This is an optimization exercise on Yosys and OpenROAD, whose aim is small area, a short achievable clock period and few clock cycles, not a production implementation. In this exercise RTL edits were held to simulation tests only and were not proved equivalent to the original. Power is estimated from default activity; no workload was simulated.

**design/flow/config.mk**
```make
export PLATFORM = sky130hd
export DESIGN_NAME = hxp_stream
export DESIGN_NICKNAME = hxp_stream
export VERILOG_FILES = /design/flow/design.v
export SDC_FILE = /design/flow/constraint.sdc
export NUM_CORES = 4
export LEC_CHECK = 0
export CAP_MARGIN = 20
export CORE_MARGIN = 2
export CORE_UTILIZATION = 40
export CTS_BUF_LIST = sky130_fd_sc_hd__clkbuf_16 sky130_fd_sc_hd__clkbuf_8
export CTS_CLUSTER_DIAMETER = 100
export CTS_CLUSTER_SIZE = 30
export PLACE_DENSITY = 0.6
export SETUP_SLACK_MARGIN = 4.2
export SLEW_MARGIN = 20
```
**design/flow/constraint.sdc**
```tcl
create_clock -name core_clock -period 6.5 [get_ports {clk}]
set_input_delay 1.3000 -clock core_clock [delete_from_list [all_inputs] [get_ports {clk}]]
set_output_delay 1.3000 -clock core_clock [all_outputs]
set_load 0.01 [all_outputs]
```
**design/flow/design.v**
```verilog
module hxp_stream (
    input  wire        clk,
    input  wire        rst,
    input  wire        in_valid,
    output wire        in_ready,
    input  wire [7:0]  in_data,
    input  wire        in_end,
    output wire        out_valid,
    input  wire        out_ready,
    output wire [31:0] out_addr,
    output wire [7:0]  out_len,
    output wire [7:0]  out_data,
    output wire        out_last,
    output wire        done,
    output wire [3:0]  res_code,
    output wire [31:0] res_line,
    output wire [15:0] res_ext,
    output wire [7:0]  res_calc,
    output wire [7:0]  res_decl,
    output wire [1:0]  res_cause
);
    localparam [10:0] LEAD = 11'd9;      
    localparam [1:0] CAUSE_LENGTH   = 2'd0;
    localparam [1:0] CAUSE_DIGIT    = 2'd1;
    localparam [1:0] CAUSE_EXTSHORT = 2'd2;
    reg        is_hex_in;
    reg [3:0]  val_in;
    always @(*) begin
        is_hex_in = 1'b1;
        val_in    = in_data[3:0];
        if (in_data >= "0" && in_data <= "9")
            val_in = in_data[3:0];
        else if ((in_data >= "A" && in_data <= "F") || (in_data >= "a" && in_data <= "f"))
            val_in = in_data[3:0] + 4'd9;
        else
            is_hex_in = 1'b0;
    end
    wire [7:0] cc_in = {in_data == ":", in_data == 8'h0D, in_data == 8'h0A, is_hex_in, val_in};
    reg        a_valid, b_valid, rdy;
    reg [7:0]  a_cc, b_cc;
    reg        a_end, b_end;
    wire       accept;                      
    wire       pop_in = a_valid && accept;
    wire       take   = in_valid && rdy;
    assign in_ready = rdy;
    always @(posedge clk) begin
        if (rst) begin
            a_valid <= 1'b0;
            b_valid <= 1'b0;
            rdy     <= 1'b1;
        end else if (b_valid) begin
            if (pop_in) begin
                a_cc    <= b_cc;
                a_end   <= b_end;
                b_valid <= 1'b0;
                rdy     <= 1'b1;
            end
        end else if (take) begin
            if (!a_valid || pop_in) begin
                a_valid <= 1'b1;
                a_cc    <= cc_in;
                a_end   <= in_end;
            end else begin
                b_valid <= 1'b1;
                rdy     <= 1'b0;
                b_cc    <= cc_in;
                b_end   <= in_end;
            end
        end else if (pop_in) begin
            a_valid <= 1'b0;
        end
    end
    wire       c_colon = a_cc[7];
    wire       c_cr    = a_cc[6];
    wire       c_lf    = a_cc[5];
    wire       c_hex   = a_cc[4];
    wire [3:0] c_val   = a_cc[3:0];
    localparam [1:0] P_ACT  = 2'd0;   
    localparam [1:0] P_SKIP = 2'd1;   
    localparam [1:0] P_FIN  = 2'd2;   
    localparam [1:0] P_DONE = 2'd3;   
    reg [1:0]  pstate;
    reg        done_r;
    reg [15:0] ext;
    reg [31:0] line_no;
    reg        lo_ff;        
    reg        code3, code1;             
    reg [1:0]  cause;
    reg [12:0] ps;           
    reg        ps_hi;        
    reg        odd;          
    reg        cand;         
    reg        cr12, cr3;    
    reg        bad12;        
    reg        badrest;      
    reg        ge3;          
    reg        lastck;       
    reg        beyond;       
    reg [9:0]  left;         
    reg        left_z;       
    reg [3:0]  hi_nib;
    reg [7:0]  bc, ah, al, ck;
    reg        rt0, rt1, rt4;    
    reg        bc_lt2;           
    reg        cks_ok;           
    reg [7:0]  nsum;         
    reg        alloc;        
    reg [7:0]  s0d;          
    reg [10:0] target;       
    reg        ev_pend;
    reg        e_good;           
    reg [1:0]  e_cause;          
    reg [10:0] busy1;        
    reg [10:0] rsel;         
    reg [3:0]  qt;           
    reg [1:0]  qwp, qrp;
    reg [7:0]  q0, q1, q2, q3;
    reg [7:0]  wdist;        
    reg        wen;          
    reg [4:0]  wsel;         
    reg [7:0]  wdat;
    reg [3:0]  oldt;         
    wire       flushed = !oldt[0];
    reg        rd_armed;
    reg        rd_started;
    reg        rd_missed;
    reg [7:0]  rdist;        
    reg        rdz;          
    reg [7:0]  rd_cnt;       
    reg [7:0]  rec_bc, rec_ah, rec_al;
    reg [15:0] rec_ext;
    reg        ov;
    reg [7:0]  od;
    reg        ol;
    reg [2047:0] ring;
    wire reader_idle = !rd_armed && !ov;
    wire       is_end   = a_end;
    wire       is_lf    = !a_end && c_lf;
    wire       is_chr   = !a_end && !c_lf;
    wire [7:0] cur_byte = {hi_nib, c_val};
    wire       pos0     = ps[0];
    wire       pos12    = ps[1] || ps[2];
    wire       pos_ge3  = !pos0 && !pos12;
    wire       hp_ge10  = ps[10] || ps[11] || ps[12] || ps_hi;
    wire       is_ck_lo = pos_ge3 && !beyond && left_z;
    wire       in_data_rgn = !odd && hp_ge10 && !beyond && !left_z;
    wire       act      = (pstate == P_ACT);
    wire       big      = rsel[8] || rsel[9] || rsel[10];
    wire       do_alloc = cand && ps[9] && rt0;
    wire       do_push  = cand && alloc && in_data_rgn;
    wire       q_full   = qt[3];
    wire       q_nonempty = qt[0];
    wire       guard  = rd_armed && flushed && (!rd_started || rd_missed);
    wire       pop_ok   = (wdist[2:0] == 3'd1) && !guard;
    wire       push_ok  = !q_full || pop_ok;
    assign accept =
        (pstate == P_SKIP) ||
        (act && (is_chr ? !(ev_pend && !pos0 && !ps[1])
                          && !(do_alloc && (q_nonempty || (big && !reader_idle)))
                          && !(do_push && !push_ok)
                        : !ev_pend));
    wire       step = a_valid && accept;
    wire       push = a_valid && act && is_chr && do_push && !ev_pend && push_ok;
    wire       v_cks   = e_good && !cks_ok;
    wire       v_ok    = e_good && cks_ok;
    wire       v_data  = v_ok && rt0;
    wire       v_eof   = v_ok && rt1;
    wire       v_ext   = v_ok && rt4;
    wire       v_xshort = v_ext && bc_lt2;
    wire       v_stop  = !e_good || v_cks || v_eof || v_xshort;
    wire       ev_go   = ev_pend && !(v_data && !reader_idle);
    wire       disp    = ev_go && v_data;
    reg  [7:0] qhead;
    always @(*) begin
        case (qrp)
        2'd0: qhead = q0;
        2'd1: qhead = q1;
        2'd2: qhead = q2;
        default: qhead = q3;
        endcase
    end
    wire       q_pop  = q_nonempty && pop_ok;
    wire       can_load = !ov || out_ready;
    wire       rd_go    = rd_armed && flushed && rdz && can_load;
    wire [7:0] rd_init  = s0d - 8'd1;
    genvar gi;
    generate
        for (gi = 0; gi < 256; gi = gi + 1) begin : g_ring
            localparam integer NXT = (gi + 1) % 256;
            if ((NXT % 8) == 0) begin : g_w
                wire sel = wen && (wsel == NXT / 8);
                always @(posedge clk)
                    ring[gi*8 +: 8] <= sel ? wdat : ring[NXT*8 +: 8];
            end else begin : g_s
                always @(posedge clk)
                    ring[gi*8 +: 8] <= ring[NXT*8 +: 8];
            end
        end
    endgenerate
    always @(posedge clk) begin
        cks_ok <= (nsum == ck);
        target <= {2'b00, bc, 1'b0} + LEAD;
        rsel   <= (busy1 > target) ? busy1 : target;
        if (step && act && is_chr && do_alloc) begin
            s0d   <= rsel[7:0] - 8'd1;
            wdist <= rsel[7:0] - 8'd1;
        end else begin
            s0d   <= s0d - 8'd1;
            wdist <= wdist - (q_pop ? 8'd0 : 8'd1);
        end
        wsel <= wdist[7:3];
        wdat <= qhead;
        if (push) begin
            case (qwp)
            2'd0: q0 <= cur_byte;
            2'd1: q1 <= cur_byte;
            2'd2: q2 <= cur_byte;
            default: q3 <= cur_byte;
            endcase
        end
    end
    always @(posedge clk) begin
        if (rst) begin
            qt     <= 4'd0;
            qwp    <= 2'd0;
            qrp    <= 2'd0;
            wen    <= 1'b0;
            oldt   <= 4'd0;
            busy1  <= 11'd1;
        end else begin
            if (push && !q_pop)
                qt <= {qt[2:0], 1'b1};
            else if (q_pop && !push)
                qt <= {1'b0, qt[3:1]};
            if (push)  qwp <= qwp + 2'd1;
            if (q_pop) qrp <= qrp + 2'd1;
            wen <= q_pop;
            if (disp)
                oldt <= qt;
            else if (wen)
                oldt <= {1'b0, oldt[3:1]};
            if (step && act && is_chr && do_alloc)
                busy1 <= rsel + {3'b000, bc};
            else if (busy1 != 11'd1)
                busy1 <= busy1 - 11'd1;
        end
    end
    always @(posedge clk) begin
        if (disp) begin
            rdist <= rd_init;
            rdz   <= (rd_init == 8'd0);
        end else if (!rd_go) begin
            rdist <= rdist - 8'd1;
            rdz   <= (rdist == 8'd1);
        end
    end
    always @(posedge clk) begin
        if (rst) begin
            rd_armed <= 1'b0;
            ov       <= 1'b0;
            od       <= 8'd0;
            ol       <= 1'b0;
            rec_bc   <= 8'd0;
            rec_ah   <= 8'd0;
            rec_al   <= 8'd0;
            rec_ext  <= 16'd0;
        end else begin
            if (disp) begin
                rec_bc     <= bc;
                rec_ah     <= ah;
                rec_al     <= al;
                rec_ext    <= ext;
                rd_cnt     <= bc;
                rd_started <= 1'b0;
                rd_missed  <= (busy1 <= {3'b000, bc} + 11'd1);
                if (bc == 8'd0) begin
                    ov <= 1'b1;
                    ol <= 1'b1;
                end else begin
                    rd_armed <= 1'b1;
                end
            end else begin
                if (rd_go)
                    rd_started <= 1'b1;
                else if (rd_armed && rdz)
                    rd_missed <= 1'b1;
                if (rd_go) begin
                    ov     <= 1'b1;
                    od     <= ring[7:0];
                    ol     <= (rd_cnt == 8'd1);
                    rd_cnt <= rd_cnt - 8'd1;
                    if (rd_cnt == 8'd1)
                        rd_armed <= 1'b0;
                end else if (out_ready) begin
                    ov <= 1'b0;
                end
            end
        end
    end
    assign out_valid = ov;
    assign out_data  = od;
    assign out_last  = ol;
    assign out_addr  = {rec_ext, rec_ah, rec_al};
    assign out_len   = rec_bc;
    task automatic new_line;
        begin
            ps      <= 13'd1;
            ps_hi   <= 1'b0;
            odd     <= 1'b0;
            cand    <= 1'b0;
            cr12    <= 1'b0;
            cr3     <= 1'b0;
            bad12   <= 1'b0;
            badrest <= 1'b0;
            ge3     <= 1'b0;
            lastck  <= 1'b0;
            beyond  <= 1'b0;
            alloc   <= 1'b0;
        end
    endtask
    task automatic end_line;
        begin
            line_no[7:0] <= line_no[7:0] + 8'd1;
            if (lo_ff)
                line_no[31:8] <= line_no[31:8] + 24'd1;
            lo_ff     <= (line_no[7:0] == 8'hFE);
            ev_pend   <= cand;
            e_good    <= ge3 && !bad12 && lastck && !badrest;
            e_cause   <= (!ge3 || (!bad12 && !lastck)) ? CAUSE_LENGTH : CAUSE_DIGIT;
            new_line;
        end
    endtask
    always @(posedge clk) begin
        if (rst) begin
            pstate  <= P_ACT;
            done_r  <= 1'b0;
            ev_pend <= 1'b0;
            ext     <= 16'd0;
            line_no <= 32'd0;
            lo_ff   <= 1'b0;
            code3   <= 1'b0;
            code1   <= 1'b0;
            cause   <= 2'd0;
            nsum    <= 8'd0;
            ck      <= 8'd0;
            new_line;
        end else begin
            done_r <= 1'b0;
            if (ev_go) begin
                ev_pend <= 1'b0;
                if (v_stop) begin
                    code3 <= !e_good || v_xshort;
                    code1 <= !v_eof;
                    cause <= e_good ? CAUSE_EXTSHORT : e_cause;
                    if (pstate == P_ACT)
                        pstate <= P_SKIP;
                end else if (v_ext) begin
                    ext <= {ah, al};
                end
            end
            case (pstate)
            P_ACT: if (step) begin
                if (is_lf) begin
                    end_line;
                end else if (is_end) begin
                    if (!pos0)
                        end_line;
                    else
                        new_line;
                    pstate <= P_FIN;
                end else begin
                    ps    <= {ps[11:0], 1'b0};
                    ps_hi <= ps_hi || ps[12];
                    odd <= !odd;
                    if (pos0) begin
                        cand <= c_colon;
                    end else if (cand) begin
                        if (c_cr) begin
                            if (pos12) cr12 <= 1'b1;
                            else       cr3  <= 1'b1;
                        end else begin
                            if (cr12 || (pos12 && !c_hex))   bad12   <= 1'b1;
                            if (cr3 || (pos_ge3 && !c_hex))  badrest <= 1'b1;
                            if (!ps[1])                      ge3     <= 1'b1;
                            lastck <= is_ck_lo;
                        end
                        if (pos_ge3 && !beyond) begin
                            left   <= left - 10'd1;
                            left_z <= (left == 10'd1);
                            if (left_z) beyond <= 1'b1;
                        end
                        if (odd) begin
                            hi_nib <= c_val;
                        end else begin
                            if (ps[2]) begin
                                bc     <= cur_byte;
                                bc_lt2 <= (cur_byte < 8'd2);
                                nsum   <= 8'd0 - cur_byte;
                                left   <= {1'b0, cur_byte, 1'b0} + 10'd7;
                                left_z <= 1'b0;
                            end
                            if (ps[4]) ah <= cur_byte;
                            if (ps[6]) al <= cur_byte;
                            if (ps[8]) begin
                                rt0 <= (cur_byte == 8'h00);
                                rt1 <= (cur_byte == 8'h01);
                                rt4 <= (cur_byte == 8'h04);
                            end
                            if (ps[10] && rt4 && in_data_rgn) ah <= cur_byte;
                            if (ps[12] && rt4 && in_data_rgn) al <= cur_byte;
                            if (!ps[2] && !beyond && !left_z)
                                nsum <= nsum - cur_byte;
                            if (is_ck_lo)
                                ck <= cur_byte;
                        end
                        if (do_alloc)
                            alloc <= 1'b1;
                    end
                end
            end
            P_SKIP: if (step && is_end) begin
                pstate <= P_FIN;
            end
            P_FIN: if (!ev_pend && reader_idle) begin
                pstate <= P_DONE;
                done_r <= 1'b1;
            end
            default: begin
                pstate  <= P_ACT;
                ext     <= 16'd0;
                line_no <= 32'd0;
            lo_ff   <= 1'b0;
                code3   <= 1'b0;
                code1   <= 1'b0;
                new_line;
            end
            endcase
        end
    end
    assign done      = done_r;
    assign res_code  = {code3, 1'b0, code1, 1'b0};
    assign res_line  = line_no;
    assign res_ext   = ext;
    assign res_calc  = nsum;
    assign res_decl  = ck;
    assign res_cause = cause;
endmodule
```
**design/flow/run.sh**
```bash
#!/bin/bash
# synth_recipe.tcl (not shown) runs the flow's synth.tcl, then flattens the netlist and writes it again
# the make line also repeats each setting of config.mk as NAME=value (left out here)
make -C /OpenROAD-flow-scripts/flow DESIGN_CONFIG=/design/flow/config.mk WORK_HOME=/design/flow/orfs CLKGATE_MAP_FILE= SYNTH_SCRIPT=/design/flow/synth_recipe.tcl finish
```
==> results of run 1 <==
[cell type report]
cell class | instances | area, sq um | area share
Tap cell | 2016 | 2522 | 0.03609
Timing Repair Buffer | 344 | 3480 | 0.04978
Clock inverter | 20 | 261.5 | 0.003741
Antenna cell | 5 | 12.51 | 0.0001790
Sequential cell | 2387 | 49240 | 0.7045
Clock buffer | 96 | 2402 | 0.03437
Inverter | 77 | 325.3 | 0.004654
Multi-Input combinational cell | 1483 | 11650 | 0.1667
[worst reg2reg max path, cell delays in order, from the launching register on]
cell and delay, ps:
dfxtp_1 370, nor4_4 350, nor4_4 100, a31oi_4 240, a221o_1 270, buf_12 130, nand4_1 90, buf_6 160
buf_12 130, nor2_4 190, buf_12 160
[layout by cell type (no fill, tap or decap), types with 6 or more instances in the layout]
cell	synthesis	layout
dfxtp_1	2273	2124
mux2_2	275	273
nand2_1	211	203
buf_4	4	166
buf_6	3	141
a21oi_1	150	140
nor2_1	150	128
edfxtp_1	114	114
clkbuf_16	0	99
dfxtp_2	0	98
inv_1	75	74
xnor2_1	71	71
nand3_1	74	69
o21ai_0	64	56
ha_1	73	54
dfxtp_4	0	51
nor3_1	61	49
mux2i_1	40	39
xor2_1	34	34
nand4_1	31	31
or3_1	23	21
buf_12	0	17
ha_4	0	16
nor2_4	0	14
nor4_1	18	10
and2_1	18	10
a31oi_1	12	10
and3_1	12	9
a21oi_2	0	9
a21o_1	9	9
inv_2	0	8
nor2_2	0	8
a222oi_1	8	8
or4_4	2	8
o2111ai_1	13	8
nor3_4	0	7
nand2b_1	8	7
nor3_2	1	6
nor2b_1	14	6
nor3b_1	7	6
[repair_timing]
action / CTS / global route
pin swaps: 60 / 51
gates resized for setup: 937 / 122
buffers inserted: 147 / 33
hold endpoints to repair: 0 / 0
gates cloned: 7 / 3
setup endpoints to repair: 568 / 399
[cells by family after synthesis]
kind of cell	synth area share
DFF	0.8119
other	0.00006222
adders and majority gates	0.01582
AOI/OAI and AO/OA	0.03077
xor gates and xnor gates	0.01526
muxes	0.05803
buffers and inverters	0.01349
and+or+nand+nor	0.05471
[sequential cells by signal, summed over array words and instances (netlist names), 9 cells and up]
signal and cells:
busy1 11, ext 16, left 10, line_no 32
ps 13, rec_ext 16, ring 2048, rsel 11
target 9
[through the flow]
stage	worst slack (ps)	instances	hold WS (ps)	utilization
after floorplan	3888	4069	309.6	-
after global routing	3844	6423	291.1	0.4666
after detailed placement	2572	6117	312.1	0.4275
final	3914	6428	298.5	0.4667
after global placement	2671	6117	309.7	0.4274
after CTS	3855	6387	293.8	0.4613
[where the power goes]
part           total [mW]  leakage [nW]  switching (mW)  internal, mW
Sequential           15.2          19.4           0.310          14.9
Combinational        2.36          6.60            1.33          1.03
Clock                6.97          1.33            4.19          2.77
Total                24.5          27.4            5.83          18.7
[how the worst max path moves through the flow]
stage / start / end / slack (ps) / cells after the start
after floorplan: in_data[1] / a_cc[1]$_DFFE_PP_ / 3890 / 7
after global placement: out_ready / rd_cnt[2]$_DFFE_PP_ / 2670 / 5
after detailed placement: out_ready / rd_cnt[4]$_DFFE_PP_ / 2570 / 5
after CTS: rec_ext[1]$_SDFFE_PP0P_ / out_addr[17] / 3860 / 1
after global routing: rec_ext[1]$_SDFFE_PP0P_ / out_addr[17] / 3840 / 1
final: rec_ext[1]$_SDFFE_PP0P_ / out_addr[17] / 3910 / 1
[cells in the mapped netlist, types with 5 or more instances]
| cell type | instances | area (sq um) |
|---|---|---|
| a211o_1 | 5 | 43.79 |
| nor4_1 | 18 | 112.6 |
| mux2i_1 | 40 | 400.4 |
| a21o_1 | 9 | 67.56 |
| buf_2 | 13 | 65.06 |
| a31oi_1 | 12 | 75.07 |
| nor2b_1 | 14 | 87.58 |
| or4_1 | 9 | 67.56 |
| and4_1 | 6 | 52.55 |
| buf_1 | 10 | 37.54 |
| a211oi_1 | 7 | 52.55 |
| nand2_1 | 211 | 792.0 |
| dfxtp_1 | 2273 | 45500 |
| nor3b_1 | 7 | 52.55 |
| nand3b_1 | 5 | 37.54 |
| xnor2_1 | 71 | 621.9 |
| nor4b_1 | 5 | 43.79 |
| xor2_1 | 34 | 297.8 |
| o211ai_1 | 5 | 37.54 |
| ha_1 | 73 | 913.4 |
| mux2_2 | 275 | 3097 |
| nor2_1 | 150 | 563.0 |
| o21a_1 | 5 | 37.54 |
| o2111ai_1 | 13 | 113.9 |
| nand3_1 | 74 | 370.4 |
| and3_1 | 12 | 75.07 |
| clkbuf_1 | 94 | 352.8 |
| o21ai_0 | 64 | 320.3 |
| a21oi_1 | 150 | 750.7 |
| a222oi_1 | 8 | 80.08 |
| or3_1 | 23 | 143.9 |
| edfxtp_1 | 114 | 3423 |
| and2_1 | 18 | 112.6 |
| nor3_1 | 61 | 305.3 |
| nand4_1 | 31 | 193.9 |
| nand2b_1 | 8 | 50.05 |
| inv_1 | 75 | 281.5 |
[metal layers]
layer  up-vias  GRT usage  share of wire
met4         0    0.04161          0.027
met2       500     0.2085           0.43
met5         -          0              0
met1     13850     0.1998           0.50
li1      14070          -              -
met3       161    0.02429          0.039
==> impl_metrics.csv, run 1 <==
group,metric,value,unit
outcome,status,"complete, no violations",
route,ant_nets,0,
worst_hold_path,min_path_cells,0,
grt,grt_max_degree,88,
final_layout,fillCellCount,13050,
worst_hold_path,whs_endpoint,"ring[1192]$_DFF_P_",
route,vias,28580,
setup_path,worstSetupPathType,"reg2out",
cts,clk_latency,720,ps
timing,slew_headroom,0.4435,
pwr,finalPower,24.55,mW
final_layout,drive_gt1_frac,0.2369,
cts,cts_tree,"built",
setup_path,cp-start-kind,"register",
pwr,powerDensity,351.2,nW/um^2
placement,port_buffers,132,
die,coreArea,149800,sq um
job,drv_cap,0,
grt,grt.overflow.total,0,
grt,antenna_found_initial,1,
pwr,irDropWorstVdd,213.8,uV
final_layout,nNetsFinal,4473,
cts,cts_sinks,2387,
timing,finalHoldViolations,0,
setup_path,cp-end-kind,"output pin",
setup_path,worstPathMaxFanout,2,
logic_synthesis,synthFlopType,"dfxtp_1",
setup_path,crit_buf_inv,1,
cts,cts_buffers,92,
final_layout,area_delta_synth_final,15.98,%
setup_path,r2r_setup_slack,4040,ps
placement,place_area,64030,sq um
grt,grt_first_pass_wirelength,163.3,mm
die,placementRows,142,
die,ios,135,
setup_path,cp_top_family,"flip-flops",
setup_path,cp.required,5200,ps
worst_hold_path,min-delay-start,"ring[1200]$_DFF_P_",
timing,skew,36.61,ps
logic_synthesis,ys_seq_elements,2387,
route,drt_wl_total,106.7,mm
worst_hold_path,hold_class,"reg2reg",
timing,fin_tns_setup,0,ps
logic_synthesis,synth_cell_types,77,
setup_path,cp.arrival,1290,ps
pwr,leakage,27.37,nW
timing,maxSlewViolCount,0,
cts,cts_root_buf,"clkbuf_16",
timing,fin_crit_sh,0.3978,
cts,cts_max_level,3,
final_layout,finalInstanceArea,69890,sq um
logic_synthesis,avgSynthCellArea,14.81,sq um
setup_path,rr_worst_depth,10,
cts,hold_buffers,0,
logic_synthesis,synthCells,4068,
timing,tightest_slew,834.8,ps
cts,cts.reportedPaths.clkPinSlew,120,ps
logic_synthesis,async_flop_share,0,
route,drcViolationCount,0,
setup_path,path_cells,"buf_6",
placement,gp_congestion,0.8241,
route,drt_iter0_markers,1724,
setup_path,max_stage_delay,440,ps
setup_path,rr_endpoint,"bc_lt2$_DFFE_PP_",
die,start_util,0.4024,
grt,grt_usage,0.1375,
timing,fin_crit,2586,ps
route,dr.pass1.iters,5,
cts,cts.path.max_buffers,3,
grt,grt_pass1_vias,27760,
setup_path,cp_slowest_cell,"dfxtp_4",
die,dieArea,153800,sq um
placement,dp_hpwl,60.78,mm
die,fp.dieH,392.2,um
route,wl_per_cell,16.59,um
timing,fmax,386.8,MHz
logic_synthesis,syn-cell-area,60270,sq um
logic_synthesis,synth_warnings,1,
timing,setup_viol,0,
timing,rsz0062_at_grt,"yes",
logic_synthesis,seq_area_frac_synth,0.8119,
setup_path,reg2reg_from,"ps[12]$_SDFFE_PP0P_",
die,die_w,392.2,um
logic_synthesis,synth-edff-count,114,
route,vias_per_cell,4.446,
Testbench counts, summed over its fixed seeds: cycles 85,465.
==> run 2: changes to the inputs <==
--- a/design/flow/config.mk
+++ b/design/flow/config.mk
@@ -12,5 +12,5 @@
 export CTS_CLUSTER_DIAMETER = 100
 export CTS_CLUSTER_SIZE = 30
 export PLACE_DENSITY = 0.6
-export SETUP_SLACK_MARGIN = 4.2
+export SETUP_SLACK_MARGIN = 3.9
 export SLEW_MARGIN = 20
==> run 2 against run 1 <==
  * Largest power group unchanged
  * Synthesized cell count stayed put
  * First-iteration DRC count is 20% lower
  * Hold slack better by 11 ps
  * Critical path type is now reg2reg
  * Routed wire length is 3.4% lower
  * Area after synthesis stayed put
  * Non-clock buffer count is 84 lower
  * Critical endpoint is now al[3]$_DFFE_PP_
==> impl_metrics.csv, run 2 <==
group,metric,value,unit
cts,cts_max_level,3,
final_layout,nNetsFinal,4387,
logic_synthesis,yosysMostFrequentCell,"dfxtp_1",
cts,clk_latency,720,ps
placement,dp.cells,6114,
die,ios,135,
setup_path,critical_path.startpoint,"left_z$_DFFE_PP_",
route,wl_per_cell,16.26,um
cts,cts_buffers,92,
setup_path,cp.required,6970,ps
route,dr.pass1.iters,5,
final_layout,final_cell_mix,"2151 x dfxtp_1, 273 x mux2_2, 208 x nand2_1, 148 x a21oi_1, 134 x nor2_1",
die,coreArea,149800,sq um
logic_synthesis,synthTopCellsByCount,"2273 x dfxtp_1, 275 x mux2_2, 211 x nand2_1, 150 x a21oi_1, 150 x nor2_1",
logic_synthesis,synthFlopType,"dfxtp_1",
final_layout,layout.cells.non_filler,6336,
grt,antenna_found_initial,3,
setup_path,path_cells,"buf_4 -> buf_4 -> nor4_4 -> a31oi_4 -> a221o_1 -> nand4_1 -> buf_4 -> nor3_1 -> buf_4",
timing,fin_crit_sh,0.3998,
cts,cts_tree,"built",
setup_path,worstSetupEndpoint,"al[3]$_DFFE_PP_",
setup_path,worstPathMaxFanout,8,
timing,skew,33.71,ps
worst_hold_path,hold_class,"reg2reg",
setup_path,worst_path_most_repeated_cell,"buf_4",
logic_synthesis,synth_warnings,1,
route,route.met3.wl,3.610,mm
cts,cts_root_buf,"clkbuf_16",
logic_synthesis,ys_seq_elements,2387,
route,drt_iter0_markers,1378,
setup_path,cp-start-kind,"register",
pwr,power.switching,5.648,mW
grt,grt_first_pass_wirelength,158.7,mm
setup_path,rr_endpoint,"al[3]$_DFFE_PP_",
route,vias_per_cell,4.409,
final_layout,top_regs,"ring: 2048 flops, line_no: 32 flops",
pwr,finalPower,24.03,mW
setup_path,worstSetupPathType,"reg2reg",
pwr,p_comb_frac,0.079,
route,vias,27940,
final_layout,area_delta_synth_final,11.98,%
route,drt_wl_total,103.0,mm
setup_path,cp_slowest_cell,"edfxtp_1",
pwr,leakage,26.55,nW
grt,grt.overflow.total,0,
final_layout,largest_register,"ring",
logic_synthesis,seq_area_frac_synth,0.8119,
timing,fin_tns_setup,0,ps
logic_synthesis,synth_cell_types,77,
timing,slew_headroom,0.3451,
setup_path,cp-end-kind,"register",
logic_synthesis,avgSynthCellArea,14.81,sq um
logic_synthesis,synthCells,4068,
final_layout,fillCellCount,13240,
setup_path,r2r_setup_slack,3900,ps
placement,port_buffers,132,
logic_synthesis,ys_top_cells_by_area,"dfxtp_1 76%, edfxtp_1 5.7%, mux2_2 5.1%, ha_1 1.5%, nand2_1 1.3%",
route,drcViolationCount,0,
setup_path,cp.depth,9,
logic_synthesis,async_flop_share,0,
job,drv_cap,0,
die,placementRows,142,
logic_synthesis,syn-cell-area,60270,sq um
grt,grt_pass1_vias,27270,
pwr,switching_share,0.2350,
route,wl_met1,52.74,mm
route,topRoutingLayerUsed,"met4",
final_layout,drive_gt1_frac,0.1959,
setup_path,max_stage_delay,480,ps
die,fp.dieH,392.2,um
timing,fin_crit,2599,ps
pwr,p_clk_frac,0.289,
logic_synthesis,yosysTopAreaCell,"dfxtp_1",
timing,rsz0062_at_grt,"yes",
logic_synthesis,synth-edff-count,114,
route,ant_nets,0,
pwr,irDropWorstVdd,209.1,uV
die,start_util,0.4024,
die,die_w,392.2,um
cts,cts.reportedPaths.clkPinSlew,120,ps
placement,gp_congestion,0.8279,
grt,grt_max_degree,85,
setup_path,crit_buf_inv,4,
setup_path,cp_top_family,"buffers and inverters",
setup_path,reg2reg_from,"left_z$_DFFE_PP_",
die,dieArea,153800,sq um
timing,tightest_slew,982.4,ps
setup_path,rr_worst_depth,9,
logic_synthesis,synth_top_area_frac,0.7551,
timing,finalHoldViolations,0,
timing,fmax,384.8,MHz
pwr,internal_power,18.38,mW
cts,cts.path.max_buffers,3,
final_layout,largest_reg_flops,2048,
outcome,status,"complete, no violations",
cts,cts_sinks,2387,
placement,dp_hpwl,59.59,mm
route,dr_wl_met2,44.16,mm
pwr,pwr-share-seq,0.632,
pwr,powerDensity,356.1,nW/um^2
timing,setup_viol,0,
final_layout,layout_commonest_cell,"dfxtp_1",
setup_path,cp.arrival,3070,ps
timing,maxSlewViolCount,0,
grt,grt_usage,0.1326,
[run 2: how the worst min path moves through the flow]
| stage | from | slack [ps] | to | cells past startpoint |
|---|---|---|---|---|
| after global placement | ring[1101]$_DFF_P_ | 310 | ring[1093]$_DFF_P_ | 0 |
| after global routing | ring[559]$_DFF_P_ | 320 | ring[551]$_DFF_P_ | 0 |
| after CTS | ring[560]$_DFF_P_ | 300 | ring[552]$_DFF_P_ | 0 |
| after floorplan | ring[8]$_DFF_P_ | 310 | ring[0]$_DFF_P_ | 0 |
| final | ring[2010]$_DFF_P_ | 310 | ring[2002]$_DFF_P_ | 0 |
| after detailed placement | ring[1404]$_DFF_P_ | 310 | ring[1396]$_DFF_P_ | 0 |
[run 2: cell families (layout without fill, tap and decap cells)]
family / Yosys count / after routing / synth area share
flip-flops: 2387 / 2387 / 0.8119
buffers and inverters: 202 / 452 / 0.01349
multiplexers: 315 / 315 / 0.05803
other: 1 / 3 / 0.00006222
AO/OA/AOI/OAI: 307 / 307 / 0.03077
AND/OR/NAND/NOR: 676 / 676 / 0.05471
adder cells (fa/ha/maj): 75 / 75 / 0.01582
XOR/XNOR: 105 / 105 / 0.01526
[run 2: power groups by stage]
stage / clock, mW / sequential [mW] / combinational (mW)
floorplan: 0 / 15.4 / 1.30
global placement: 0 / 15.5 / 1.66
detailed placement: 0 / 15.5 / 1.69
CTS: 7.20 / 15.2 / 1.77
global route: 7.70 / 15.2 / 2.09
finish: 6.94 / 15.2 / 1.89
[run 2: stage by stage]
step	hold WS (ps)	instance area (sq um)	worst slack, ps	utilization
2_1_floorplan	309.6	60350	3678	-
3_3_place_gp	309.6	63880	2649	0.4265
3_5_place_dp	312.1	63890	2544	0.4266
4_1_cts	297.2	67070	3658	0.4478
5_1_grt	318.8	67480	3843	0.4505
6_report	309.5	67480	3901	0.4506
[run 2: per-layer routing]
layer,vias up,track usage
li1,13870,-
met1,13520,0.1952
met2,403,0.2002
met3,150,0.02306
met4,0,0.03636
met5,-,0
[run 2: repair_timing]
| item | in CTS | in global routing |
|---|---|---|
| cloned | 0 | 1 |
| gates resized for setup | 698 | 51 |
| setup buffers | 78 | 28 |
| endpoints found under the setup margin | 417 | 176 |
| pin swaps | 16 | 13 |
| hold buffers | 0 | 0 |
[run 2: final cells by class]
class | count | area, sq um | area share
repair buffers | 260 | 1882 | 0.02789
repair inverters | 1 | 7.507 | 0.0001112
inverters | 77 | 315.3 | 0.004672
diodes | 1 | 2.502 | 0.00003708
well taps | 2016 | 2522 | 0.03738
flip-flops and latches | 2387 | 49170 | 0.7286
multi-input cells | 1480 | 10950 | 0.1623
clock inverters | 18 | 232.7 | 0.003449
clock buffers | 96 | 2402 | 0.03560
==> run 3: changes to the inputs <==
--- a/design/flow/design.v
+++ b/design/flow/design.v
@@ -307,15 +307,7 @@
             ps      <= 13'd1;
             ps_hi   <= 1'b0;
             odd     <= 1'b0;
-            cand    <= 1'b0;
-            cr12    <= 1'b0;
-            cr3     <= 1'b0;
-            bad12   <= 1'b0;
-            badrest <= 1'b0;
-            ge3     <= 1'b0;
-            lastck  <= 1'b0;
             beyond  <= 1'b0;
-            alloc   <= 1'b0;
         end
     endtask
     task automatic end_line;
@@ -342,7 +334,6 @@
             code1   <= 1'b0;
             cause   <= 2'd0;
             nsum    <= 8'd0;
-            ck      <= 8'd0;
             new_line;
         end else begin
             done_r <= 1'b0;
@@ -371,50 +362,22 @@
                 end else begin
                     ps    <= {ps[11:0], 1'b0};
                     ps_hi <= ps_hi || ps[12];
-                    odd <= !odd;
-                    if (pos0) begin
-                        cand <= c_colon;
-                    end else if (cand) begin
-                        if (c_cr) begin
-                            if (pos12) cr12 <= 1'b1;
-                            else       cr3  <= 1'b1;
-                        end else begin
-                            if (cr12 || (pos12 && !c_hex))   bad12   <= 1'b1;
-                            if (cr3 || (pos_ge3 && !c_hex))  badrest <= 1'b1;
-                            if (!ps[1])                      ge3     <= 1'b1;
-                            lastck <= is_ck_lo;
-                        end
+                    odd   <= !odd;
+                    if (!pos0 && cand) begin
                         if (pos_ge3 && !beyond) begin
                             left   <= left - 10'd1;
                             left_z <= (left == 10'd1);
                             if (left_z) beyond <= 1'b1;
                         end
-                        if (odd) begin
-                            hi_nib <= c_val;
-                        end else begin
+                        if (!odd) begin
                             if (ps[2]) begin
-                                bc     <= cur_byte;
-                                bc_lt2 <= (cur_byte < 8'd2);
                                 nsum   <= 8'd0 - cur_byte;
                                 left   <= {1'b0, cur_byte, 1'b0} + 10'd7;
                                 left_z <= 1'b0;
                             end
-                            if (ps[4]) ah <= cur_byte;
-                            if (ps[6]) al <= cur_byte;
-                            if (ps[8]) begin
-                                rt0 <= (cur_byte == 8'h00);
-                                rt1 <= (cur_byte == 8'h01);
-                                rt4 <= (cur_byte == 8'h04);
-                            end
-                            if (ps[10] && rt4 && in_data_rgn) ah <= cur_byte;
-                            if (ps[12] && rt4 && in_data_rgn) al <= cur_byte;
                             if (!ps[2] && !beyond && !left_z)
                                 nsum <= nsum - cur_byte;
-                            if (is_ck_lo)
-                                ck <= cur_byte;
                         end
-                        if (do_alloc)
-                            alloc <= 1'b1;
                     end
                 end
             end
@@ -437,6 +400,65 @@
             endcase
         end
     end
+    wire tryc     = a_valid && act && is_chr && !(ev_pend && !pos0 && !ps[1]);
+    wire line_clr = (a_valid && act && !is_chr && !ev_pend) || (pstate == P_DONE);
+    always @(posedge clk) begin
+        if (rst) begin
+            cand    <= 1'b0;
+            cr12    <= 1'b0;
+            cr3     <= 1'b0;
+            bad12   <= 1'b0;
+            badrest <= 1'b0;
+            ge3     <= 1'b0;
+            lastck  <= 1'b0;
+            alloc   <= 1'b0;
+            ck      <= 8'd0;
+        end else if (line_clr) begin
+            cand    <= 1'b0;
+            cr12    <= 1'b0;
+            cr3     <= 1'b0;
+            bad12   <= 1'b0;
+            badrest <= 1'b0;
+            ge3     <= 1'b0;
+            lastck  <= 1'b0;
+            alloc   <= 1'b0;
+        end else if (tryc) begin
+            if (pos0) begin
+                cand <= c_colon;
+            end else if (cand) begin
+                if (c_cr) begin
+                    if (pos12) cr12 <= 1'b1;
+                    else       cr3  <= 1'b1;
+                end else begin
+                    if (cr12 || (pos12 && !c_hex))   bad12   <= 1'b1;
+                    if (cr3 || (pos_ge3 && !c_hex))  badrest <= 1'b1;
+                    if (!ps[1])                      ge3     <= 1'b1;
+                    lastck <= is_ck_lo;
+                end
+                if (odd) begin
+                    hi_nib <= c_val;
+                end else begin
+                    if (ps[2]) begin
+                        bc     <= cur_byte;
+                        bc_lt2 <= (cur_byte < 8'd2);
+                    end
+                    if (ps[4]) ah <= cur_byte;
+                    if (ps[6]) al <= cur_byte;
+                    if (ps[8]) begin
+                        rt0 <= (cur_byte == 8'h00);
+                        rt1 <= (cur_byte == 8'h01);
+                        rt4 <= (cur_byte == 8'h04);
+                    end
+                    if (ps[10] && rt4 && in_data_rgn) ah <= cur_byte;
+                    if (ps[12] && rt4 && in_data_rgn) al <= cur_byte;
+                    if (is_ck_lo)
+                        ck <= cur_byte;
+                end
+                if (do_alloc)
+                    alloc <= 1'b1;
+            end
+        end
+    end
     assign done      = done_r;
     assign res_code  = {code3, 1'b0, code1, 1'b0};
     assign res_line  = line_no;
==> run 3 against run 2 <==
  * Clock power rose by 2%
  * Cell count fell by 2.6%
  * Sequential share of layout area rose by 0.45 points
  * Sequential cell count did not move
  * Count of clock-buffer cells in the layout did not move
  * Highest routed layer unchanged
  * Critical endpoint is now nsum[7]$_SDFFE_PP0P_
  * Synthesized cell count fell by 2.3%
==> impl_metrics.csv, run 3 <==
group,metric,value,unit
outcome,status,"complete, no violations",
final_layout,fillCellCount,13100,
logic_synthesis,synthCells,3976,
route,wl_per_cell,16.00,um
grt,grt_pass1_vias,26560,
timing,fmax,387.5,MHz
route,vias,27140,
timing,slew_headroom,0.2985,
route,vias_per_cell,4.398,
logic_synthesis,synth_top_area_frac,0.7619,
logic_synthesis,seq_area_frac_synth,0.8192,
worst_hold_path,hold_class,"reg2reg",
job,drv_cap,0,
setup_path,cp-end-kind,"register",
setup_path,worstSetupPathType,"reg2reg",
setup_path,cp-start-kind,"register",
cts,cts_max_level,3,
logic_synthesis,synth-edff-count,114,
placement,dp_hpwl,57.68,mm
logic_synthesis,async_flop_share,0,
route,drt_wl_total,98.75,mm
placement,gp_congestion,0.8397,
setup_path,cp.arrival,3190,ps
final_layout,largest_reg_flops,2048,
timing,rsz0062_at_grt,"yes",
timing,finalHoldViolations,0,
logic_synthesis,synthTopCellsByCount,"2273 x dfxtp_1, 273 x mux2_2, 214 x nand2_1, 182 x nor2_1, 135 x a21oi_1",
grt,grt.overflow.total,0,
timing,maxSlewViolCount,0,
pwr,leakage,26.51,nW
logic_synthesis,avgSynthCellArea,15.02,sq um
grt,antenna_found_initial,4,
grt,grt_first_pass_wirelength,154.0,mm
cts,cts_sinks,2387,
grt,grt_usage,0.1285,
die,placementRows,141,
die,ios,135,
pwr,powerDensity,353.3,nW/um^2
placement,port_buffers,132,
timing,skew,55.78,ps
route,drt_iter0_markers,1387,
final_layout,finalInstanceArea,67060,sq um
route,ant_nets,0,
cts,cts.path.max_buffers,3,
logic_synthesis,synthFlopType,"dfxtp_1",
die,start_util,0.4035,
setup_path,max_stage_delay,570,ps
logic_synthesis,ys_top_cells_by_area,"dfxtp_1 76%, edfxtp_1 5.7%, mux2_2 5.1%, ha_1 1.5%, nand2_1 1.3%",
die,fp.dieH,390.4,um
setup_path,worstPathMaxFanout,11,
timing,hold-worst-slack,303.7,ps
setup_path,cp.required,7110,ps
pwr,irDropWorstVdd,208.2,uV
die,die_w,390.4,um
die,dieArea,152400,sq um
cts,cts_tree,"built",
timing,setup_viol,0,
final_layout,top_regs,"ring: 2048 flops, line_no: 32 flops",
setup_path,cp_slowest_cell,"edfxtp_1",
die,coreArea,148000,sq um
logic_synthesis,synth_warnings,1,
final_layout,area_delta_synth_final,12.28,%
logic_synthesis,yosysTopAreaCell,"dfxtp_1",
cts,clk_latency,750,ps
grt,grt_max_degree,72,
final_layout,drive_gt1_frac,0.1955,
timing,tightest_slew,1052,ps
setup_path,cp_top_family,"simple AND/OR/NAND/NOR gates",
logic_synthesis,ys_seq_elements,2387,
logic_synthesis,syn-cell-area,59720,sq um
timing,fin_crit,2581,ps
timing,fin_crit_sh,0.3970,
timing,fin_tns_setup,0,ps
cts,cts_buffers,93,
cts,cts_root_buf,"clkbuf_16",
setup_path,crit_buf_inv,2,
final_layout,final_cell_mix,"2146 x dfxtp_1, 273 x mux2_2, 210 x nand2_1, 176 x nor2_1, 134 x a21oi_1",
placement,place_area,63230,sq um
route,dr.pass1.iters,5,
setup_path,path_cells,"nor3_4 -> nand4_1 -> or3b_4 -> a31oi_4 -> buf_6 -> nor4_2 -> buf_4 -> mux2i_1 -> o32ai_1",
final_layout,final_util,0.4530,
route,drcViolationCount,0,
logic_synthesis,yosysMostFrequentCell,"dfxtp_1",
cts,cts.reportedPaths.clkPinSlew,110,ps
final_layout,nNetsFinal,4303,
final_layout,largest_register,"ring",
logic_synthesis,synth_cell_types,75,
final_layout,layout_commonest_cell,"dfxtp_1",
## run 3: cell types whose count changed in the layout (fill, tap and decap cells not counted), sizes merged, moves of 9 or more
cell     before  now
o21ai        66   39
nand4        31   16
nand3        74   57
nor2        151  183
o2111ai      13    2
or3          23   14
nor3         62   47
a21oi       150  136
buf         249  235
## run 3: worst register-to-register path: cells and delay by family (launching register included)
family                 cells  cell delay (ps)
AO/OA/AOI/OAI              2              370
multiplexers               1              140
AND/OR/NAND/NOR            4              970
buffers and inverters      2              400
flip-flops                 1              570
## run 3: kinds of logic after synthesis
logic type	count (synthesis)	synth area share
muxes	319	0.05918
other	1	0.00006279
AOI/OAI and AO/OA	266	0.02755
adders and majority gates	75	0.01596
buffers and inverters	179	0.01207
and+or+nand+nor	641	0.05009
xor gates and xnor gates	108	0.01584
DFF	2387	0.8192
## run 3: per-layer routing
metal / share of wire / global-route usage / up-vias
li1: - / - / 13480
met1: 0.52 / 0.1889 / 13140
met2: 0.42 / 0.1927 / 382
met3: 0.038 / 0.02471 / 140
met4: 0.024 / 0.03489 / 0
met5: 0 / 0 / -
## run 3: final timing paths
kind                                        start                   end  slack, ps  cells past startpoint
worst max-delay path             left_z$_DFFE_PP_  nsum[7]$_SDFFE_PP0P_       3920                      9
worst min register to register  ring[632]$_DFF_P_     ring[624]$_DFF_P_        300                      0
worst min-delay path            ring[632]$_DFF_P_     ring[624]$_DFF_P_        300                      0
worst max register to register   left_z$_DFFE_PP_  nsum[7]$_SDFFE_PP0P_       3920                      9
## run 3: through the flow
step,power [mW],worst slack (ps),cells
after floorplan,16.39,3866,3977
after global placement,16.80,2133,5951
after detailed placement,16.81,2091,5951
after CTS,23.90,3880,6145
after global routing,24.66,3775,6170
final,23.69,3919,6172
## run 3: final cells by class
class	count	area, sq um	share of cell area
Tap cell	1930	2415	0.03601
Timing Repair Buffer	247	1971	0.02939
Sequential cell	2387	49160	0.7331
Antenna cell	2	5.005	0.00007463
Inverter	75	285.3	0.004254
Multi-Input combinational cell	1411	10490	0.1564
Clock inverter	24	342.8	0.005112
Clock buffer	96	2391	0.03566
## run 3: power by group
group | total [mW] | leakage (nW) | internal, mW | switching (mW)
registers | 15.1 | 19.4 | 14.9 | 0.225
logic | 1.52 | 5.73 | 0.612 | 0.907
clock network | 7.06 | 1.36 | 2.82 | 4.24
## run 3: what timing repair did
item                       in CTS  in global routing
gates resized for setup       712                 61
pin swaps                      10                 19
hold buffers                    0                  0
gates cloned                    0                  1
setup buffers                  74                 24
setup endpoints to repair     350                139
Testbench counts of run 3, summed over its fixed seeds: cycles 85,465.
==> run 4: changes to the inputs <==
--- a/design/flow/config.mk
+++ b/design/flow/config.mk
@@ -12,5 +12,5 @@
 export CTS_CLUSTER_DIAMETER = 100
 export CTS_CLUSTER_SIZE = 30
 export PLACE_DENSITY = 0.6
-export SETUP_SLACK_MARGIN = 3.9
+export SETUP_SLACK_MARGIN = 4.1
 export SLEW_MARGIN = 20
==> run 4 against run 3 <==
  * Final area grew 2.7%
  * Die area did not move
  * Hold slack gained 15 ps
  * Synthesized cell count unchanged
  * Sequential share of layout area is 1.9 points lower
  * Critical endpoint is now nsum[1]$_SDFFE_PP0P_
  * Highest routed layer unchanged
==> impl_metrics.csv, run 4 <==
group,metric,value,unit
timing,skew,46.74,ps
route,drcViolationCount,0,
worst_hold_path,min_path_cells,0,
route,vias,27820,
placement,port_buffers,132,
grt,grt_usage,0.1321,
logic_synthesis,synthTopCellsByCount,"2273 x dfxtp_1, 273 x mux2_2, 214 x nand2_1, 182 x nor2_1, 135 x a21oi_1",
die,die_w,390.4,um
setup_path,crit_buf_inv,5,
outcome,status,"complete, no violations",
final_layout,top_regs,"ring: 2048 flops, line_no: 32 flops",
logic_synthesis,yosysTopAreaCell,"dfxtp_1",
logic_synthesis,avgSynthCellArea,15.02,sq um
setup_path,cp-start-kind,"register",
route,wl_per_cell,16.51,um
logic_synthesis,synth-edff-count,114,
logic_synthesis,yosysMostFrequentCell,"dfxtp_1",
final_layout,n_antenna_cell,0,
setup_path,max_stage_delay,470,ps
final_layout,final_cell_mix,"2136 x dfxtp_1, 272 x mux2_2, 205 x nand2_1, 160 x nor2_1, 147 x buf_6",
grt,grt_pass1_vias,27330,
grt,grt_first_pass_wirelength,157.3,mm
final_layout,nNetsFinal,4380,
logic_synthesis,async_flop_share,0,
final_layout,drive_gt1_frac,0.2351,
cts,clk_latency,740,ps
final_layout,seq_area,49160,sq um
setup_path,cp.arrival,3240,ps
job,drv_cap,0,
setup_path,reg2reg_from,"left_z$_DFFE_PP_",
logic_synthesis,ys_seq_elements,2387,
cts,cts_sinks,2387,
grt,grt.overflow.total,0,
setup_path,rr_endpoint,"nsum[1]$_SDFFE_PP0P_",
cts,cts_max_level,3,
logic_synthesis,synthCells,3976,
final_layout,fillCellCount,12750,
setup_path,cp-end-kind,"register",
setup_path,critical_path.startpoint,"left_z$_DFFE_PP_",
die,coreArea,148000,sq um
die,dieArea,152400,sq um
route,vias_per_cell,4.456,
logic_synthesis,synthFlopType,"dfxtp_1",
setup_path,cp_top_family,"simple AND/OR/NAND/NOR gates",
timing,fin_tns_setup,0,ps
pwr,p_clk_frac,0.285,
die,placementRows,141,
placement,gp_congestion,0.8306,
pwr,p_comb_frac,0.084,
pwr,power.switching,5.622,mW
timing,fmax,382.3,MHz
die,ios,135,
timing,setup_viol,0,
setup_path,r2r_setup_slack,3880,ps
logic_synthesis,synth_warnings,1,
setup_path,worstSetupPathType,"reg2reg",
setup_path,worstPathMaxFanout,6,
cts,cts.reportedPaths.clkPinSlew,120,ps
grt,grt_max_degree,72,
logic_synthesis,syn-cell-area,59720,sq um
worst_hold_path,hold_class,"reg2reg",
route,drt_iter0_markers,1373,
pwr,switching_share,0.2342,
setup_path,cp_slowest_cell,"edfxtp_1",
timing,tightest_slew,774.2,ps
setup_path,path_cells,"buf_4 -> buf_6 -> nor3_4 -> nand4_1 -> or3b_4 -> a31oi_4 -> buf_12 -> buf_8 -> nor4_4 -> buf_6 -> a211oi_1",
cts,cts_buffers,91,
die,start_util,0.4035,
cts,cts_tree,"built",
cts,cts_root_buf,"clkbuf_16",
logic_synthesis,synth_cell_types,75,
final_layout,layout_commonest_cell,"dfxtp_1",
pwr,pwr-share-seq,0.630,
placement,dp_hpwl,58.00,mm
cts,cts.path.max_buffers,3,
route,dr.pass1.iters,5,
logic_synthesis,ys_top_cells_by_area,"dfxtp_1 76%, edfxtp_1 5.7%, mux2_2 5.1%, ha_1 1.5%, nand2_1 1.3%",
setup_path,worst_path_most_repeated_cell,"buf_6",
final_layout,area_delta_synth_final,15.31,%
pwr,powerDensity,348.6,nW/um^2
setup_path,rr_worst_depth,11,
timing,slew_headroom,0.4819,
pwr,leakage,27.08,nW
final_layout,multi_input_comb_area,11340,sq um
timing,fin_crit,2616,ps
route,ant_nets,0,
final_layout,largest_register,"ring",
worst_hold_path,whs_endpoint,"ring[1481]$_DFF_P_",
setup_path,cp.required,7130,ps
route,drt_wl_total,103.0,mm
die,fp.dieH,390.4,um
timing,rsz0062_at_grt,"yes",
pwr,irDropWorstVdd,210.7,uV
timing,finalHoldViolations,0,
pwr,internal_power,18.38,mW
logic_synthesis,seq_area_frac_synth,0.8192,
final_layout,final_util,0.4653,
worst_hold_path,min-delay-start,"ring[1489]$_DFF_P_",
grt,antenna_found_initial,3,
logic_synthesis,synth_top_area_frac,0.7619,
timing,fin_crit_sh,0.4025,
timing,maxSlewViolCount,0,
final_layout,largest_reg_flops,2048,
-- run 4: cell counts after synthesis --
Identical to the previous run, type by type.
-- run 4: stage by stage --
stage	power [mW]	area [sq um]	instances	hold slack (ps)	setup slack, ps
5_1_grt	24.96	68860	6243	322.1	3819
3_5_place_dp	16.82	63340	5952	312.1	3033
4_1_cts	23.88	67560	6182	309.8	3882
3_3_place_gp	16.81	63340	5952	309.5	3068
6_report	24.00	68860	6243	318.3	3884
2_1_floorplan	16.40	59910	3977	309.6	3937
-- run 4: kinds of logic after synthesis --
logic type               after synthesis  synth area share
multiplexers                         319           0.05918
adder cells (fa/ha/maj)               75           0.01596
AND/OR/NAND/NOR                      641           0.05009
other                                  1        0.00006279
XOR/XNOR                             108           0.01584
buffers and inverters                179           0.01207
AO/OA/AOI/OAI                        266           0.02755
flip-flops                          2387            0.8192
-- run 4: area by class of cell --
class | instances | share of cell area
Sequential cell | 2387 | 0.7139
Multi-Input combinational cell | 1422 | 0.1647
Timing Repair Buffer | 315 | 0.04455
Tap cell | 1930 | 0.03507
Clock buffer | 91 | 0.03307
Inverter | 75 | 0.004488
Clock inverter | 23 | 0.004233
-- run 4: how the worst max path moves through the flow --
stage | to | slack, ps | depth (start not counted)
floorplan | a_cc[2]$_DFFE_PP_ | 3940 | 8
global placement | a_cc[2]$_DFFE_PP_ | 3070 | 8
detailed placement | a_cc[2]$_DFFE_PP_ | 3030 | 8
CTS | out_data[6] | 3880 | 1
global route | line_no[5]$_SDFFE_PP0P_ | 3820 | 12
finish | nsum[1]$_SDFFE_PP0P_ | 3880 | 11
-- run 4: power by group through the flow --
stage | combinational [mW] | sequential [mW] | clock (mW)
2_1_floorplan | 1.04 | 15.4 | 0
3_3_place_gp | 1.33 | 15.5 | 0
3_5_place_dp | 1.34 | 15.5 | 0
4_1_cts | 1.64 | 15.1 | 7.12
5_1_grt | 2.18 | 15.2 | 7.62
6_report | 2.03 | 15.1 | 6.84
-- run 4: routing by layer --
layer  part of all wire  global-route usage  up-vias
li1                   -                   -    13670
met1               0.50              0.1888    13490
met2               0.42              0.1979      470
met3              0.043             0.02692      180
met4              0.036             0.04809        0
met5                  0                   0        -
-- run 4: repair_timing --
item	4_1_cts	5_1_grt
hold buffers	0	0
buffers inserted	113	49
cloned	3	12
endpoints found under the setup margin	494	429
gates resized for setup	864	185
pin swaps	38	100
==> run 5: changes to the inputs <==
--- a/design/flow/config.mk
+++ b/design/flow/config.mk
@@ -12,5 +12,5 @@
 export CTS_CLUSTER_DIAMETER = 100
 export CTS_CLUSTER_SIZE = 30
 export PLACE_DENSITY = 0.6
-export SETUP_SLACK_MARGIN = 4.1
+export SETUP_SLACK_MARGIN = 3.8
 export SLEW_MARGIN = 20
==> run 5 against run 4 <==
  * Core utilization fell by 1.6 points
  * Largest power group unchanged
  * Sequential share of layout area rose by 2.5 points
  * Routed wire length fell by 5.7%
  * Synthesized cell count did not move
  * Still clean
  * Clock skew fell by 20 ps
  * Non-clock buffer count fell by 104
  * Cell count fell by 1.8%
  * Total power fell by 2.4%
  * Die area did not move
  * Area after synthesis did not move
==> impl_metrics.csv, run 5 <==
group,metric,value,unit
outcome,status,"complete, no violations",
pwr,finalPower,23.44,mW
cts,cts.reportedPaths.clkPinSlew,120,ps
cts,cts_sinks,2387,
worst_hold_path,hold_class,"reg2reg",
final_layout,layout.cells.non_filler,6132,
die,coreArea,148000,sq um
route,drt_wl_total,97.13,mm
final_layout,finalInstanceArea,66440,sq um
cts,cts_max_level,3,
cts,cts_tree,"built",
timing,hold-worst-slack,315.5,ps
setup_path,cp-start-kind,"primary input",
timing,rsz0062_at_grt,"yes",
timing,slew_headroom,0.2759,
grt,grt.overflow.total,0,
logic_synthesis,synthTopCellsByCount,"2273 x dfxtp_1, 273 x mux2_2, 214 x nand2_1, 182 x nor2_1, 135 x a21oi_1",
logic_synthesis,yosysMostFrequentCell,"dfxtp_1",
logic_synthesis,async_flop_share,0,
placement,dp.cells,5954,
final_layout,final_cell_mix,"2182 x dfxtp_1, 273 x mux2_2, 213 x nand2_1, 178 x nor2_1, 134 x a21oi_1",
pwr,powerDensity,352.8,nW/um^2
grt,grt_usage,0.1267,
logic_synthesis,synth_xor_area_frac,0.01584,
route,vias,27000,
pwr,internal_power,18.16,mW
cts,cts_root_buf,"clkbuf_16",
placement,pre_cts_ws,2859,ps
grt,grt_pass1_vias,26500,
final_layout,final_util,0.4489,
job,drv_cap,0,
final_layout,top_regs,"ring: 2048 flops, line_no: 32 flops",
logic_synthesis,ys_top_cells_by_area,"dfxtp_1 76%, edfxtp_1 5.7%, mux2_2 5.1%, ha_1 1.5%, nand2_1 1.3%",
logic_synthesis,synthCells,3976,
pwr,power.switching,5.279,mW
logic_synthesis,synth_top_area_frac,0.7619,
route,dr.pass1.iters,5,
setup_path,cp.arrival,3240,ps
grt,grt_max_degree,85,
setup_path,cp.required,6990,ps
timing,skew,26.95,ps
cts,cts_buffers,91,
placement,dp_hpwl,57.41,mm
pwr,leakage,26.03,nW
timing,fin_crit_sh,0.4230,
placement,port_buffers,132,
route,vias_per_cell,4.403,
final_layout,layout_commonest_cell,"dfxtp_1",
setup_path,worstPathMaxFanout,5,
route,drcViolationCount,0,
final_layout,drive_gt1_frac,0.1676,
final_layout,largest_register,"ring",
die,dieArea,152400,sq um
cts,cts.path.max_buffers,3,
logic_synthesis,yosys.area_share.simple,0.05009,
die,start_util,0.4035,
logic_synthesis,synth-edff-count,114,
logic_synthesis,avgSynthCellArea,15.02,sq um
grt,antenna_found_initial,1,
logic_synthesis,synth_compound_area_frac,0.02755,
setup_path,worstSetupPathType,"in2reg",
logic_synthesis,synth_top_family_by_area,"multiplexers",
die,fp.dieH,390.4,um
final_layout,area_delta_synth_final,11.24,%
route,wl_per_cell,15.84,um
logic_synthesis,synth_fa_ha_area_frac,0.01596,
logic_synthesis,ys_seq_elements,2387,
grt,grt_first_pass_wirelength,152.1,mm
timing,fin_tns_setup,0,ps
timing,tightest_slew,1086,ps
route,drt_iter0_markers,1194,
logic_synthesis,yosysTopAreaCell,"dfxtp_1",
pwr,p_clk_frac,0.293,
timing,fin_crit,2750,ps
logic_synthesis,seq_area_frac_synth,0.8192,
die,placementRows,141,
placement,place_area,63220,sq um
cts,hold_buffers,0,
pwr,pwr-share-seq,0.645,
final_layout,largest_reg_flops,2048,
logic_synthesis,synth_cell_types,75,
placement,gp_congestion,0.8184,
pwr,switching_share,0.2252,
final_layout,nNetsFinal,4266,
setup_path,cp-end-kind,"register",
pwr,p_comb_frac,0.062,
die,ios,135,
timing,fmax,363.7,MHz
logic_synthesis,syn-cell-area,59720,sq um
cts,clk_latency,740,ps
logic_synthesis,synth.area.mux_share,0.05918,
timing,setup_viol,0,
timing,final.setup.worst_slack,3751,ps
logic_synthesis,synth_warnings,1,
pwr,irDropWorstVdd,218.9,uV
timing,maxSlewViolCount,0,
route,ant_nets,0,
timing,finalHoldViolations,0,
logic_synthesis,synthFlopType,"dfxtp_1",
die,die_w,390.4,um
[run 5: cell types whose count changed in the layout (fill, tap and decap cells not counted), sizes merged, moves of 2 or more]
cell / delta
buf: -195
clkdlybuf4s15: +67
clkbuf: +23
clkdlybuf4s50: +4
nand2: -3
nor2: -3
diode: +2
dlymetal6s2s: -2
or3: -2
[run 5: cell families (layout without fill, tap and decap cells)]
family                     Yosys count  after routing
DFF                               2387           2387
AOI/OAI and AO/OA                  266            266
and+or+nand+nor                    641            642
other                                1              4
xor gates and xnor gates           108            108
buffers and inverters              179            401
adders and majority gates           75             75
muxes                              319            319
[run 5: worst paths after layout]
| kind | slack (ps) | startpoint | depth (start not counted) | end |
|---|---|---|---|---|
| hold / removal | 320 | ring[665]$_DFF_P_ | 0 | ring[657]$_DFF_P_ |
| setup / recovery | 3750 | in_data[3] | 7 | a_cc[2]$_DFFE_PP_ |
| hold reg to reg | 320 | ring[665]$_DFF_P_ | 0 | ring[657]$_DFF_P_ |
| setup reg to reg | 3860 | left_z$_DFFE_PP_ | 11 | nsum[7]$_SDFFE_PP0P_ |
[run 5: worst max-delay path, stage by stage]
cell             delay, ps
clkdlybuf4s50_1        460
nor4b_1                630
o311ai_4               240
inv_1                  140
nand2_1                 70
xnor2_1                130
mux2_2                 270
[run 5: cell type report]
type                    instances  area, sq um
well taps                    1930         2415
flip-flops and latches       2387        49100
fillers                     13120        81580
repair buffers                211         1724
clock inverters                22        279.0
inverters                      75        281.5
diodes                          2        5.005
clock buffers                  93         2316
multi-input cells            1412        10320
[run 5: timing repair]
action,CTS,global route
pin swaps,7,6
gates resized for setup,435,76
gates cloned,1,1
setup buffers,34,25
endpoints found under the setup margin,293,248
[run 5: metal layers]
metal	wire length, um	GRT usage	vias to the layer above
met3	3754	0.02556	154
met1	49220	0.1829	13040
met2	41360	0.1906	383
met4	2794	0.03973	0
met5	0	0	-
li1	-	-	13420
[run 5: power groups by stage]
| stage | clock [mW] | sequential, mW | combinational, mW |
|---|---|---|---|
| after CTS | 7.13 | 15.1 | 1.41 |
| after detailed placement | 0 | 15.5 | 1.32 |
| after global routing | 7.61 | 15.1 | 1.62 |
| after floorplan | 0 | 15.4 | 1.02 |
| after global placement | 0 | 15.5 | 1.31 |
| final | 6.87 | 15.1 | 1.45 |
==> run 6: changes to the inputs <==
--- a/design/flow/config.mk
+++ b/design/flow/config.mk
@@ -5,6 +5,7 @@
 export SDC_FILE = /design/flow/constraint.sdc
 export NUM_CORES = 4
 export LEC_CHECK = 0
+export ABC_AREA = 1
 export CAP_MARGIN = 20
 export CORE_MARGIN = 2
 export CORE_UTILIZATION = 40
@@ -12,5 +13,5 @@
 export CTS_CLUSTER_DIAMETER = 100
 export CTS_CLUSTER_SIZE = 30
 export PLACE_DENSITY = 0.6
-export SETUP_SLACK_MARGIN = 3.8
+export SETUP_SLACK_MARGIN = 4.2
 export SLEW_MARGIN = 20
==> run 6 against run 5 <==
  * Register-to-register slack better by 210 ps
  * Sequential cell count is the same
  * Sequential power about the same
  * Largest power group unchanged
  * Final area grew 2.5%
  * Highest routed layer is now met5
  * Count of clock-buffer cells in the layout is 1 lower
==> impl_metrics.csv, run 6 <==
group,metric,value,unit
logic_synthesis,yosysMostFrequentCell,"dfxtp_1",
grt,grt_pass1_vias,29150,
logic_synthesis,yosysTopAreaCell,"dfxtp_1",
logic_synthesis,synth_top_area_frac,0.7593,
pwr,p_clk_frac,0.285,
cts,cts_buffers,92,
setup_path,cp.depth,1,
setup_path,cp.required,5200,ps
timing,skew,34.43,ps
setup_path,rr_endpoint,"rd_missed$_SDFFCE_PN1P_",
logic_synthesis,synth_cell_types,56,
cts,cts.reportedPaths.clkPinSlew,110,ps
logic_synthesis,synth_warnings,1,
final_layout,n_antenna_cell,0,
grt,top_usage_layer,"met2",
grt,grt_usage,0.1375,
logic_synthesis,synth-edff-count,114,
outcome,status,"complete, no violations",
placement,gp_congestion,0.8541,
final_layout,layout_commonest_cell,"dfxtp_1",
timing,maxSlewViolCount,0,
final_layout,layout.cells.non_filler,6860,
pwr,switching_share,0.2396,
die,die_w,391.1,um
setup_path,cp-end-kind,"output pin",
final_layout,area_delta_synth_final,13.67,%
pwr,powerDensity,353.8,nW/um^2
route,vias,30340,
route,drt_wl_total,105.6,mm
logic_synthesis,ys_top_cells_by_area,"dfxtp_1 76%, edfxtp_1 5.7%, nand2_1 4.4%, o21ai_0 3.0%, ha_1 1.5%",
logic_synthesis,ys_seq_elements,2387,
cts,cts_sinks,2387,
placement,pre_cts_ws,2478,ps
setup_path,worstPathMaxFanout,2,
setup_path,rr_worst_depth,10,
setup_path,crit_buf_inv,1,
final_layout,largest_reg_flops,2048,
grt,antenna_found_initial,5,
timing,finalHoldViolations,0,
route,drt_iter0_markers,1656,
logic_synthesis,syn-cell-area,59930,sq um
timing,fin_tns_setup,0,ps
final_layout,seq_area,49210,sq um
setup_path,cp.arrival,1260,ps
pwr,leakage,26.53,nW
setup_path,r2r_setup_slack,4070,ps
route,drcViolationCount,0,
worst_hold_path,min_path_cells,0,
grt,met3_usage,0.02553,
die,fp.dieH,391.1,um
setup_path,cp_top_family,"flip-flops",
logic_synthesis,seq_area_frac_synth,0.8164,
logic_synthesis,synthTopCellsByCount,"2273 x dfxtp_1, 704 x nand2_1, 360 x o21ai_0, 238 x nor2_1, 211 x inv_1",
logic_synthesis,synthCells,4630,
job,drv_cap,0,
final_layout,fillCellCount,13430,
cts,cts_tree,"built",
worst_hold_path,whs_endpoint,"ring[1831]$_DFF_P_",
placement,port_buffers,132,
worst_hold_path,hold_class,"reg2reg",
grt,gr-usage-met1,0.2008,
die,dieArea,152900,sq um
setup_path,max_stage_delay,410,ps
timing,setup_viol,0,
grt,use_met2,0.2065,
timing,fin_crit_sh,0.3933,
timing,rsz0062_at_grt,"yes",
setup_path,worstSetupPathType,"reg2out",
final_layout,drive_gt1_frac,0.1326,
final_layout,top_regs,"ring: 2048 flops, line_no: 32 flops",
final_layout,largest_register,"ring",
pwr,irDropWorstVdd,215.7,uV
timing,final.setup.worst_slack,3944,ps
setup_path,path_cells,"buf_6",
logic_synthesis,synthFlopType,"dfxtp_1",
cts,clk_latency,730,ps
route,wl_per_cell,15.39,um
logic_synthesis,async_flop_share,0,
pwr,pwr-share-seq,0.631,
placement,dp.cells,6589,
setup_path,reg2reg_from,"bc[4]$_DFFE_PP_",
final_layout,multi_input_comb_area,10190,sq um
pwr,p_comb_frac,0.084,
route,vias_per_cell,4.422,
logic_synthesis,avgSynthCellArea,12.94,sq um
final_layout,nNetsFinal,4982,
cts,cts.path.max_buffers,3,
pwr,internal_power,18.33,mW
route,ant_nets,0,
timing,tightest_slew,1036,ps
route,dr.pass1.iters,5,
timing,slew_headroom,0.3084,
die,placementRows,142,
cts,hold_buffers,0,
final_layout,final_cell_mix,"2146 x dfxtp_1, 690 x nand2_1, 354 x o21ai_0, 215 x nor2_1, 194 x inv_1",
cts,cts_root_buf,"clkbuf_16",
setup_path,cp-start-kind,"register",
die,coreArea,149200,sq um
grt,grt.overflow.total,0,
grt,grt_max_degree,67,
pwr,power.switching,5.774,mW
worst_hold_path,min-delay-start,"ring[1839]$_DFF_P_",
die,ios,135,
setup_path,cp_slowest_cell,"dfxtp_4",
timing,fin_crit,2556,ps
grt,grt_first_pass_wirelength,165.7,mm
cts,cts_max_level,3,
timing,fmax,391.2,MHz
placement,dp_hpwl,62.12,mm
die,start_util,0.4016,
## run 6: cell count changes in the layout (fill, tap and decap cells not counted), moves of 65 or more
cell	delta
buf_4	+65
mux2_2	-273
o21ai_0	+317
buf_6	+125
inv_1	+114
nand2_1	+477
## run 6: worst max-delay path by stage
stage                                        start                   to  slack (ps)
final                         ext[10]$_SDFFE_PP0P_          res_ext[10]        3940
after global routing          ext[10]$_SDFFE_PP0P_          res_ext[10]        3880
after CTS                 line_no[21]$_SDFFE_PP0P_         res_line[21]        3880
after detailed placement                 out_ready  rd_cnt[4]$_DFFE_PP_        2480
after global placement                   out_ready  rd_cnt[3]$_DFFE_PP_        2560
after floorplan                                rst  hi_nib[0]$_DFFE_PP_        4060
## run 6: timing repair
action	CTS	global route
setup endpoints to repair	419	381
cloned	6	3
pin swaps	19	19
resized for setup	858	69
buffers inserted	119	27
## run 6: power groups by stage
stage          sequential, mW  combinational [mW]  clock (mW)
2_1_floorplan            15.5                1.29           0
3_3_place_gp             15.6                1.60           0
3_5_place_dp             15.6                1.60           0
4_1_cts                  15.2                1.93        7.10
5_1_grt                  15.2                2.24        7.62
6_report                 15.2                2.02        6.86
## run 6: per-stage QoR
| step | power, mW | hold slack [ps] | area (sq um) | util |
|---|---|---|---|---|
| 2_1_floorplan | 16.75 | 309.6 | 60080 | - |
| 3_3_place_gp | 17.17 | 309.9 | 63310 | 0.4242 |
| 3_5_place_dp | 17.18 | 312.1 | 63310 | 0.4242 |
| 4_1_cts | 24.25 | 305.1 | 67670 | 0.4534 |
| 5_1_grt | 25.11 | 321.6 | 68120 | 0.4565 |
| 6_report | 24.10 | 313.2 | 68120 | 0.4565 |
## run 6: final cells by class
cell class	instances	area share
clock buffer	92	0.03379
tap	1944	0.03570
multi-input combinational	1906	0.1495
timing repair buffer	291	0.04178
inverter	216	0.01243
clock inverter	24	0.004353
sequential	2387	0.7224
## run 6: cells by family (layout without fill, tap and decap cells)
kind of cell,Yosys count,in the layout,synth area share
fa+ha+maj,75,75,0.01591
other cells,1,2,0.00006257
flops,2387,2387,0.8164
xor+xnor,90,90,0.01315
simple gates,1137,1143,0.07867
compound gates,591,592,0.05182
buf+inv,345,623,0.02334
mux,4,4,0.0006681
## run 6: metal layers
| metal | wire length (um) | up-vias |
|---|---|---|
| li1 | - | 15250 |
| met1 | 53480 | 14430 |
| met2 | 44680 | 489 |
| met3 | 4384 | 165 |
| met4 | 2996 | 2 |
| met5 | 8 | - |

Setup slack of run 6, layout unchanged: 3.944 ns with ideal ports, 3.867 ns with driving cells assumed (clock clkbuf_16, inputs buf_2), 3.484 ns with port delays also shifted by the 0.795 ns mid clock arrival.
